Background: an optimization exercise with open tools, aiming at small area, a short achievable clock period and few clock cycles. Do not read the settings as production practice.
Function was not checked in any run shown here: the RTL went through the layout flow alone.
Power and IR drop assume default switching activity.

## flow/design.v (module list and top-level ports; edited modules follow where they fit)
// module rrr_codec: 1373 lines
module rrr_codec (
    input  wire        clk,
    input  wire        rst,       
    input  wire        start,
    input  wire [1:0]  op,        
    input  wire [63:0] arg0,
    input  wire [63:0] arg1,
    output wire        ready,
    output reg         done,
    output reg         fault,     
    output wire [63:0] finfo,     
    output wire [63:0] res0,
    output wire [63:0] res1
);
  // ...
==> flow/run.sh <==
#!/bin/bash
# synth_recipe.tcl (not shown) runs the flow's synth.tcl, then flattens the netlist and writes it again
# the make line also repeats each setting of config.mk as NAME=value (left out here)
make -C /OpenROAD-flow-scripts/flow DESIGN_CONFIG=/design/flow/config.mk WORK_HOME=/design/flow/orfs CLKGATE_MAP_FILE= SYNTH_SCRIPT=/design/flow/synth_recipe.tcl finish
==> flow/config.mk <==
export PLATFORM = sky130hd
export DESIGN_NAME = rrr_codec
export DESIGN_NICKNAME = rrr_codec
export VERILOG_FILES = /design/flow/design.v
export SDC_FILE = /design/flow/constraint.sdc
export NUM_CORES = 4
export LEC_CHECK = 0
export ABC_AREA = 1
export CAP_MARGIN = 20
export CELL_PAD_IN_SITES_DETAIL_PLACEMENT = 1
export CELL_PAD_IN_SITES_GLOBAL_PLACEMENT = 3
export CORE_MARGIN = 2
export CORE_UTILIZATION = 20
export PLACE_DENSITY = 0.5
export SLEW_MARGIN = 20
export SYNTH_MEMORY_MAX_BITS = 262144
==> flow/constraint.sdc <==
create_clock -name core_clock -period 10.0 [get_ports {clk}]
set_input_delay 2.0000 -clock core_clock [delete_from_list [all_inputs] [get_ports {clk}]]
set_output_delay 2.0000 -clock core_clock [all_outputs]
set_load 0.01 [all_outputs]
==> impl_metrics.csv, run 1 <==
group,metric,value,unit
global_routing,grt.total_usage,75.9,%
outcome,error,"[ERROR GRT-0116] Global routing finished with congestion. Check the congestion regions in the DRC Viewer.",
synth,synth_mux_area_share,0.0285,%
synth,synth_commonest_cells,"1,798 x nand2_1, 1,593 x nor2_1, 1,483 x inv_1",
floorplan,rows,217,
synth,yosys.area_share.simple,25.5,%
place,dp.cells,16936,
synth,synthDistinctLibCells,86,
clocking,cts_setup_buffers,27,
synth,ys.flop_type,"edfxtp_1",
clocking,numCtsBuffers,52,
synth,synth_cells,11509,
synth,syn_nets,12099,
floorplan,io_pins,328,
synth,synth_xor_area_share,5.14,%
outcome,failed_stage,"global routing (5_1_grt)",
synth,netlist.area_leader.share,14.2,%
place,dpl.hpwl,990000,um
place,pre_cts_slack,-0.540,ns
synth,synth_edf_count,333,
synth,async_flop_share,0,%
clocking,htreeDepth,2,
global_routing,grt_max_degree,99,
synth,ys_warn_count,5,
floorplan,die-width,597,um
synth,synth_compound_area_share,32.6,%
outcome,status,"did not finish",
global_routing,overflow,1691,
global_routing,met1_usage,80.6,%
synth,synth_top_family_by_area,"compound AO/OA/AOI/OAI gates",
clocking,cts.path.max_buffers,3,
global_routing,busiest_layer,"met2",
floorplan,initial_core_util,20.1,%
==> inputs of run 2 (changes only) <==
--- a/flow/design.v
+++ b/flow/design.v
@@ -11,39 +11,39 @@
     output wire [63:0] finfo,     
     output wire [63:0] res0,
     output wire [63:0] res1
 );
     localparam [1:0] OP_BINOM  = 2'd0;
     localparam [1:0] OP_CLSZ   = 2'd1;
     localparam [1:0] OP_ENCODE = 2'd2;
     localparam [1:0] OP_DECODE = 2'd3;
-    localparam [2:0] S_IDLE  = 3'd0;
-    localparam [2:0] S_BRD   = 3'd1;    
-    localparam [2:0] S_EPOP  = 3'd2;    
-    localparam [2:0] S_ELOOP = 3'd3;    
-    localparam [2:0] S_DLD   = 3'd4;    
-    localparam [2:0] S_DCHK  = 3'd5;    
-    localparam [2:0] S_DLDY  = 3'd6;    
-    localparam [2:0] S_DSTEP = 3'd7;    
-    reg [2:0]  state;
+    localparam S_IDLE = 0;
+    localparam S_BRD = 1;    
+    localparam S_EPOP = 2;    
+    localparam S_ELOOP = 3;    
+    localparam S_DLD = 4;    
+    localparam S_DCHK = 5;    
+    localparam S_DLDY = 6;    
+    localparam S_DSTEP = 7;    
+    reg [7:0]  state;     
     reg [63:0] a;         
     reg [63:0] b;         
     reg [5:0]  rn;        
     reg [4:0]  rk;        
     reg [59:0] x;         
     reg [59:0] yp;        
     reg [59:0] ym;
     reg [4:0]  kq;        
     reg [5:0]  ecnt;      
     reg [5:0]  kpop;      
     reg        dense;     
     reg        xadd;      
     reg        nadd;      
-    assign ready = (state == S_IDLE);
+    assign ready = (state[S_IDLE]);
     assign res0  = a;
     assign finfo = a;
     assign res1  = b;
     function [59:0] binom;
         input [5:0] n;
         input [4:0] k;
         begin
             case ({n, k})
@@ -1138,58 +1138,75 @@
             6'd40: clsz = 6'd57;  6'd41: clsz = 6'd56;  6'd42: clsz = 6'd55;  6'd43: clsz = 6'd54;
             6'd44: clsz = 6'd53;  6'd45: clsz = 6'd52;  6'd46: clsz = 6'd50;  6'd47: clsz = 6'd49;
             6'd48: clsz = 6'd47;  6'd49: clsz = 6'd46;  6'd50: clsz = 6'd44;  6'd51: clsz = 6'd42;
             6'd52: clsz = 6'd40;  6'd53: clsz = 6'd37;  6'd54: clsz = 6'd35;  6'd55: clsz = 6'd32;
             6'd56: clsz = 6'd30;  6'd57: clsz = 6'd27;  6'd58: clsz = 6'd23;  6'd59: clsz = 6'd20;
             6'd60: clsz = 6'd16;  6'd61: clsz = 6'd11;  6'd62: clsz = 6'd6;   default: clsz = 6'd1;
         endcase
     end
-    reg [1:0] pc1 [0:20];
-    reg [2:0] pc2 [0:10];
-    reg [3:0] pc3 [0:5];
-    reg [4:0] pc4 [0:2];
-    reg [5:0] pop;
+    function [4:0] pop16;
+        input [15:0] v;
+        reg   [1:0] p1 [0:7];
+        reg   [2:0] p2 [0:3];
+        reg   [3:0] p3 [0:1];
+        integer i;
+        begin
+            for (i = 0; i < 8; i = i + 1)
+                p1[i] = {1'b0, v[2*i]} + {1'b0, v[2*i+1]};
+            for (i = 0; i < 4; i = i + 1)
+                p2[i] = {1'b0, p1[2*i]} + {1'b0, p1[2*i+1]};
+            for (i = 0; i < 2; i = i + 1)
+                p3[i] = {1'b0, p2[2*i]} + {1'b0, p2[2*i+1]};
+            pop16 = {1'b0, p3[0]} + {1'b0, p3[1]};
+        end
+    endfunction
+    reg  [4:0] pq0, pq1, pq2, pq3;
+    wire [5:0] pop = {1'b0, pq0} + {1'b0, pq1} + {1'b0, pq2} + {1'b0, pq3};
     integer j;
-    always @* begin
-        for (j = 0; j < 21; j = j + 1)
-            pc1[j] = {1'b0, a[3*j]} + {1'b0, a[3*j+1]} + {1'b0, a[3*j+2]};
-        for (j = 0; j < 10; j = j + 1)
-            pc2[j] = {1'b0, pc1[2*j]} + {1'b0, pc1[2*j+1]};
-        pc2[10] = {1'b0, pc1[20]};
-        for (j = 0; j < 5; j = j + 1)
-            pc3[j] = {1'b0, pc2[2*j]} + {1'b0, pc2[2*j+1]};
-        pc3[5] = {1'b0, pc2[10]};
-        for (j = 0; j < 3; j = j + 1)
-            pc4[j] = {1'b0, pc3[2*j]} + {1'b0, pc3[2*j+1]};
-        pop = {1'b0, pc4[0]} + {1'b0, pc4[1]} + {1'b0, pc4[2]};
-    end
-    wire [62:0] sel = a[62:0] ^ {63{dense & (state == S_ELOOP)}};
+    wire [62:0] sel = a[62:0] ^ {63{dense & (state[S_ELOOP])}};
     wire [62:0] lowbit = sel & ~(sel - 63'd1);
     reg  [5:0]  low;
     always @* begin
         low = 6'd0;
         for (j = 62; j >= 0; j = j - 1)
             if (sel[j]) low = j[5:0];
     end
+    function [64:0] add64;
+        input [63:0] u;
+        input [63:0] v;
+        input        ci;
+        reg   [64:0] g, p;
+        integer l, i;
+        begin
+            g = {u & v, ci};
+            p = {u ^ v, 1'b0};
+            for (l = 0; l < 7; l = l + 1)
+                for (i = 0; i < 65; i = i + 1)
+                    if (((i >> l) & 1) == 1) begin
+                        g[i] = g[i] | (p[i] & g[((i >> l) << l) - 1]);
+                        p[i] = p[i] & p[((i >> l) << l) - 1];
+                    end
+            add64 = {g[64], (u ^ v) ^ g[63:0]};
+        end
+    endfunction
     reg         inv_b, inv_x;
-    wire [64:0] sum = {1'b0, b ^ {64{inv_b}}} + {1'b0, {4'd0, x} ^ {64{inv_x}}} + {64'd0, inv_x};
+    wire [63:0] opa = b ^ {64{inv_b}};
+    wire [63:0] opb = {4'd0, x} ^ {64{inv_x}};
+    wire [64:0] sum = add64(opa, opb, inv_x);
     wire        cout = sum[64];
     always @* begin
         inv_b = 1'b0; inv_x = 1'b0;
-        case (state)
-            S_ELOOP: inv_x = ~xadd;
-            S_DCHK:  if (dense) inv_b = 1'b1; else inv_x = 1'b1;
-            S_DSTEP: inv_x = 1'b1;
-            default: ;
-        endcase
+        if (state[S_ELOOP]) inv_x = ~xadd;
+        if (state[S_DCHK]) begin inv_b = dense; inv_x = ~dense; end
+        if (state[S_DSTEP]) inv_x = 1'b1;
     end
     wire [59:0] yv  = yp - ym;
     wire [59:0] xmy = x - yp + ym;
-    wire [5:0]  lr = (state == S_DCHK && !dense) ? b[5:0] : sum[5:0];
+    wire [5:0]  lr = (state[S_DCHK] && !dense) ? b[5:0] : sum[5:0];
     reg [62:0] last1;
     reg [62:0] setp;
     reg [62:0] rest;
     always @* begin
         for (j = 0; j < 63; j = j + 1) begin
             last1[j] = (lr == 6'd62 - j[5:0]);
             setp[j]  = (rn == 6'd60 - j[5:0]);
             rest[j]  = ({1'b0, kq} + j[6:0] >= 7'd63);
@@ -1198,78 +1215,82 @@
     wire        hi0  = |arg0[63:6];
     wire        hi1  = |arg1[63:6];
     wire [4:0]  kc   = pop[4:0] ^ {5{pop[5]}};         
     wire [5:0]  bn   = arg0[5:0];
     wire [5:0]  bk   = arg1[5:0];
     wire [4:0]  dk   = arg0[4:0] ^ {5{arg0[5]}};
     wire [5:0]  elow = 6'd62 - low;
     wire [10:0] a_bin  = fold(bn, bk);
-    wire [10:0] a_enc  = fold(elow, {1'b0, (state == S_EPOP) ? kc : kq});
+    wire [10:0] a_enc  = fold(elow, {1'b0, (state[S_EPOP]) ? kc : kq});
     wire [5:0]  lnext  = rn - 6'd1;
     wire [10:0] a_d0   = fold(lnext, {1'b0, kq});
     wire [10:0] a_d1   = fold(lnext, {1'b0, kq - 5'd1});
     wire        bzero = (b[59:0] == 60'd0);
     always @(posedge clk) begin
         if (rst) begin
-            state <= S_IDLE;
+            state <= 8'd1 << S_IDLE;
             done  <= 1'b0;
             fault <= 1'b0;
             rn    <= 6'd0;
         end else begin
             done <= 1'b0;
-            case (state)
-                S_IDLE: begin
+            case (1'b1)
+                state[S_IDLE]: begin
                     if (start) begin
                         fault <= 1'b0;
                         a     <= arg0;
                         case (op)
                             OP_BINOM: begin
                                 if (hi0) begin
                                     fault <= 1'b1; done <= 1'b1;
                                 end else if (hi1) begin
                                     a <= arg1;
                                     fault <= 1'b1; done <= 1'b1;
                                 end else begin
                                     {rn, rk} <= (bk > bn) ? {6'd0, 5'd1} : a_bin;
-                                    state <= S_BRD;
+                                    state <= 8'd1 << S_BRD;
                                 end
                             end
                             OP_CLSZ: begin
                                 if (hi0) fault <= 1'b1;
                                 else a <= {58'd0, clsz};
                                 done <= 1'b1;
                             end
                             OP_ENCODE: begin
                                 if (arg0[63]) begin
                                     fault <= 1'b1; done <= 1'b1;
                                 end else begin
-                                    state <= S_EPOP;
+                                    pq0   <= pop16(arg0[15:0]);
+                                    pq1   <= pop16(arg0[31:16]);
+                                    pq2   <= pop16(arg0[47:32]);
+                                    pq3   <= pop16({1'b0, arg0[62:48]});
+                                    state <= 8'd1 << S_EPOP;
                                 end
                             end
                             default: begin  
                                 if (hi0) begin
                                     fault <= 1'b1; done <= 1'b1;
                                 end else begin
                                     b     <= arg1;
                                     dense <= arg0[5];
                                     {rn, rk} <= {6'd63, dk};
                                     kq    <= dk;
-                                    state <= S_DLD;
+                                    state <= 8'd1 << S_DLD;
                                 end
                             end
                         endcase
                     end
                 end
-                S_BRD: begin
+                state[S_BRD]: begin
                     a     <= {4'd0, tab};
                     done  <= 1'b1;
-                    state <= S_IDLE;
+                    state <= 8'd1 << S_IDLE;
                 end
-                S_EPOP: begin
+                state[S_EPOP]: begin
                     dense <= pop[5];
                     kpop  <= pop;
                     b     <= {64{pop[5]}};
                     x     <= 60'd0;
                     xadd  <= 1'b1;
                     nadd  <= 1'b1;
                     ecnt  <= {1'b0, kc} + {5'd0, pop[5]};
                     if (pop[5]) begin
@@ -1279,95 +1300,95 @@
                         {rn, rk} <= a_enc;
                         kq <= kc - 5'd1;
                         a[62:0] <= a[62:0] ^ lowbit;
                     end else begin
                         rn <= 6'd0;
                         rk <= 5'd1;
                         kq <= 5'd0;
                     end
-                    state <= S_ELOOP;
+                    state <= 8'd1 << S_ELOOP;
                 end
-                S_ELOOP: begin
+                state[S_ELOOP]: begin
                     b    <= sum[63:0];
                     x    <= tab;
                     xadd <= nadd;
                     nadd <= ~dense;
                     ecnt <= ecnt - 6'd1;
                     if (kq != 5'd0) begin
                         {rn, rk} <= a_enc;
                         kq <= kq - 5'd1;
                         a[62:0] <= a[62:0] ^ lowbit;
                     end
                     if (ecnt == 6'd0) begin
                         a     <= {58'd0, kpop};
                         done  <= 1'b1;
-                        state <= S_IDLE;
+                        state <= 8'd1 << S_IDLE;
                     end
                 end
-                S_DLD: begin
+                state[S_DLD]: begin
                     x     <= tab;
                     {rn, rk} <= a_d0;
-                    state <= S_DCHK;
+                    state <= 8'd1 << S_DCHK;
                 end
-                S_DCHK: begin
+                state[S_DCHK]: begin
                     x  <= tab;
                     {rn, rk} <= a_d0;
                     if (cout != dense) begin
                         a     <= b;
                         fault <= 1'b1;
                         done  <= 1'b1;
-                        state <= S_IDLE;
+                        state <= 8'd1 << S_IDLE;
                     end else begin
                         if (dense) b <= sum[63:0];
                         if (kq == 5'd0) begin
                             a     <= {1'b0, {63{dense}}};
                             done  <= 1'b1;
-                            state <= S_IDLE;
+                            state <= 8'd1 << S_IDLE;
                         end else if (kq == 5'd1) begin
                             a     <= {1'b0, last1 ^ {63{dense}}};
                             done  <= 1'b1;
-                            state <= S_IDLE;
+                            state <= 8'd1 << S_IDLE;
                         end else begin
-                            state <= S_DLDY;
+                            state <= 8'd1 << S_DLDY;
                         end
                     end
                 end
-                S_DLDY: begin
+                state[S_DLDY]: begin
                     yp    <= tab;
                     ym    <= 60'd0;
                     a     <= 64'd0;
                     {rn, rk} <= a_d0;
-                    state <= S_DSTEP;
+                    state <= 8'd1 << S_DSTEP;
                 end
-                S_DSTEP: begin
+                state[S_DSTEP]: begin
                     if (bzero) begin
                         a[62:0] <= (a[62:0] | rest) ^ {63{dense}};
                         done    <= 1'b1;
-                        state   <= S_IDLE;
+                        state   <= 8'd1 << S_IDLE;
                     end else begin
                         if (cout) begin
                             b  <= sum[63:0];
                             x  <= xmy;
                             yp <= yv;
                             ym <= tab;
                             kq <= kq - 5'd1;
                             {rn, rk} <= a_d1;
                             if (kq == 5'd2) begin
                                 a[62:0] <= (a[62:0] | setp | last1) ^ {63{dense}};
                                 done    <= 1'b1;
-                                state   <= S_IDLE;
+                                state   <= 8'd1 << S_IDLE;
                             end else begin
                                 a[62:0] <= a[62:0] | setp;
                             end
                         end else begin
                             x  <= yv;
                             yp <= tab;
                             ym <= 60'd0;
                             {rn, rk} <= a_d0;
                         end
                     end
                 end
-                default: state <= S_IDLE;
+                default: state <= 8'd1 << S_IDLE;
             endcase
         end
     end
 endmodule
==> flow/config.mk (replaced) <==
export PLATFORM = sky130hd
export DESIGN_NAME = rrr_codec
export DESIGN_NICKNAME = rrr_codec
export VERILOG_FILES = /design/flow/design.v
export SDC_FILE = /design/flow/constraint.sdc
export NUM_CORES = 4
export LEC_CHECK = 0
export ABC_AREA = 0
export CAP_MARGIN = 20
export CELL_PAD_IN_SITES_DETAIL_PLACEMENT = 0
export CORE_MARGIN = 2
export CORE_UTILIZATION = 12
export MIN_ROUTING_LAYER = met2
export PLACE_DENSITY = 0.22
export SLEW_MARGIN = 20
export SYNTH_MEMORY_MAX_BITS = 262144
==> run 2 against run 1 <==
The flow again stops in global routing (5_1_grt). Area after synthesis increased by 7.3%. Synthesized cell count decreased by 1.3%.
==> impl_metrics.csv, run 2 <==
group,metric,value,unit
outcome,status,"did not finish",
outcome,failed_stage,"global routing (5_1_grt)",
outcome,error,"[ERROR GRT-0116] Global routing finished with congestion. Check the congestion regions in the DRC Viewer.",
synth,synth_most_common_cell,"a21oi_1",
synth,synth.yosys.seq_area_share,14.4,%
synth,syn_area_per_cell,6.64,um^2
synth,syn_nets,11963,
synth,synth_commonest_cells,"1,251 x a21oi_1, 1,205 x o21ai_0, 1,188 x nor2_1",
clocking,cts.sinks,368,
floorplan,io_pins,328,
synth,async_flop_share,0,%
clocking,cts.path.max_buffers,3,
global_routing,grt_max_degree,122,
floorplan,die_y,797,um
clocking,cts_setup_buffers,0,
place,routabilityCongestion,1.42,
clocking,numCtsBuffers,41,
synth,ys_warn_count,13,
global_routing,grt_pass1_vias,216496,
place,port_buffers,327,
floorplan,rows,291,
synth,netlist_area,0.0755,mm^2
global_routing,grt.total_usage,89.9,%
synth,netlist.area_leader.share,14.0,%
clocking,htreeDepth,2,
synth,yosysTopAreaCell,"edfxtp_1",
synth,synthDistinctLibCells,115,
place,dp.cells,20784,
floorplan,initial_core_util,12.0,%
synth,synthTopCellsByArea,"edfxtp_1 14%, a21oi_1 8.3%, o21ai_0 8.0%",
floorplan,die-width,797,um
clocking,hold_buffers,0,
synth,synth_edf_count,352,
synth,ys.flop_type,"edfxtp_1",
clocking,cts_resized,0,
global_routing,grt_pass1_wl,2490000,um
synth,synth_cells,11359,
global_routing,overflow,11414,
place,dpl.hpwl,1360000,um
synth,ys_ff_latch,368,
clocking,root_buffer,"clkbuf_16",
==> run 2: cell types whose count changed after synthesis, sizes merged, moves of 166 or more <==
| cell | before | now |
|---|---|---|
| nand2 | 1807 | 1129 |
| xnor2 | 107 | 273 |
| nor2 | 1601 | 1191 |
| nand3 | 486 | 315 |
| inv | 1517 | 471 |
| clkbuf | 501 | 862 |
| a21oi | 971 | 1261 |
| xor2 | 305 | 87 |
==> run 2: worst max-delay path by stage <==
stage / from / endpoint / slack (ns) / cells past startpoint
CTS: dense / rk[0] / 0.86 / 28
detailed placement: dense / rk[0] / 0.92 / 28
global placement: state[5] / rk[0] / 0.52 / 31
floorplan: dense / b[0] / 0.49 / 28
==> run 2: metal layers <==
layer  track usage (%)  GRT overflow
met4              77.4           909
met2              91.6          2069
met5              79.3           844
met1                 -             -
met3              96.8          7592
==> run 2: cells by family after synthesis <==
| kind of cell | Yosys count | synth area share, % |
|---|---|---|
| AOI/OAI and AO/OA | 4762 | 40.3 |
| and+or+nand+nor | 3647 | 21.7 |
| buffers and inverters | 1631 | 8.59 |
| adders and majority gates | 473 | 9.02 |
| DFF | 368 | 14.4 |
| xor gates and xnor gates | 360 | 4.19 |
| muxes | 118 | 1.78 |
==> run 2: power by group through the flow <==
stage               registers (mW)  clock network (mW)  logic (mW)
floorplan                     1.82                   0        1.16
global placement              1.84                   0        3.09
detailed placement            1.84                   0        3.06
CTS                           1.81                1.90        3.07
==> run 2: metrics by stage <==
stage / setup WS (ns) / hold slack, ns / instance area (um^2) / util, %
2_1_floorplan: 0.488 / 0.479 / 75500 / -
3_3_place_gp: 0.517 / 0.503 / 104000 / 16.6
3_5_place_dp: 0.915 / 0.516 / 104000 / 16.6
4_1_cts: 0.865 / 0.525 / 106000 / 16.9
==> inputs of run 3 (changes only) <==
--- a/flow/config.mk
+++ b/flow/config.mk
@@ -7,10 +7,10 @@
 export LEC_CHECK = 0
 export ABC_AREA = 0
 export CAP_MARGIN = 20
-export CELL_PAD_IN_SITES_DETAIL_PLACEMENT = 0
+export CELL_PAD_IN_SITES_DETAIL_PLACEMENT = 1
 export CORE_MARGIN = 2
-export CORE_UTILIZATION = 12
+export CORE_UTILIZATION = 15
 export MIN_ROUTING_LAYER = met2
-export PLACE_DENSITY = 0.22
+export PLACE_DENSITY = 0.28
 export SLEW_MARGIN = 20
 export SYNTH_MEMORY_MAX_BITS = 262144
==> run 3 against run 2 <==
The flow again stops in global routing (5_1_grt). Area after synthesis unchanged. Synthesized cell count unchanged.
==> impl_metrics.csv, run 3 <==
group,metric,value,unit
synth,ys_ff_latch,368,
floorplan,rows,260,
synth,synthTopCellsByArea,"edfxtp_1 14%, a21oi_1 8.3%, o21ai_0 8.0%",
synth,synth_cells,11359,
clocking,cts_resized,0,
clocking,cts.sinks,368,
place,routabilityCongestion,1.55,
synth,synth.yosys.seq_area_share,14.4,%
clocking,cts_setup_buffers,0,
synth,synthDistinctLibCells,115,
floorplan,die-width,713,um
outcome,error,"[ERROR GRT-0116] Global routing finished with congestion. Check the congestion regions in the DRC Viewer.",
place,dpl.hpwl,1220000,um
synth,synth_edf_count,352,
floorplan,die_y,713,um
clocking,root_buffer,"clkbuf_16",
synth,ys_warn_count,13,
clocking,hold_buffers,0,
outcome,status,"did not finish",
clocking,cts.path.max_buffers,3,
floorplan,initial_core_util,15.1,%
place,dp.cells,18787,
synth,syn_area_per_cell,6.64,um^2
synth,async_flop_share,0,%
synth,netlist_area,0.0755,mm^2
clocking,htreeDepth,2,
outcome,failed_stage,"global routing (5_1_grt)",
global_routing,grt.total_usage,99.7,%
synth,synth_commonest_cells,"1,251 x a21oi_1, 1,205 x o21ai_0, 1,188 x nor2_1",
global_routing,grt_pass1_wl,2240000,um
synth,netlist.area_leader.share,14.0,%
clocking,numCtsBuffers,40,
synth,ys.flop_type,"edfxtp_1",
global_routing,grt_pass1_vias,214393,
floorplan,io_pins,328,
synth,yosysTopAreaCell,"edfxtp_1",
global_routing,grt_max_degree,121,
global_routing,overflow,20679,
place,port_buffers,327,
synth,synth_most_common_cell,"a21oi_1",
synth,syn_nets,11963,
==> run 3: worst max-delay path by stage <==
stage,start,depth (start not counted),endpoint
2_1_floorplan,dense,28,b[0]
3_3_place_gp,dense,25,a[36]
3_5_place_dp,dense,25,a[36]
4_1_cts,dense,25,a[49]
==> run 3: metal layers <==
metal | GRT overflow | global-route usage (%)
met5 | 1209 | 92.7
met2 | 4626 | 98.2
met3 | 12745 | 109
met4 | 2099 | 89.8
met1 | - | -
==> run 3: through the flow <==
stage	setup slack, ns	area (um^2)
floorplan	0.488	75500
CTS	0.920	99800
detailed placement	0.964	98500
global placement	0.255	98200
==> run 3: cell families after synthesis <==
| kind of cell | after synthesis | share of synthesized area (%) |
|---|---|---|
| AO/OA/AOI/OAI | 4762 | 40.3 |
| AND/OR/NAND/NOR | 3647 | 21.7 |
| buffers and inverters | 1631 | 8.59 |
| adder cells (fa/ha/maj) | 473 | 9.02 |
| flip-flops | 368 | 14.4 |
| XOR/XNOR | 360 | 4.19 |
| multiplexers | 118 | 1.78 |
==> run 3: power by group through the flow <==
| stage | registers (mW) | logic (mW) | clock network (mW) |
|---|---|---|---|
| 2_1_floorplan | 1.82 | 1.16 | 0 |
| 3_3_place_gp | 1.83 | 2.98 | 0 |
| 3_5_place_dp | 1.83 | 2.93 | 0 |
| 4_1_cts | 1.80 | 2.95 | 1.69 |
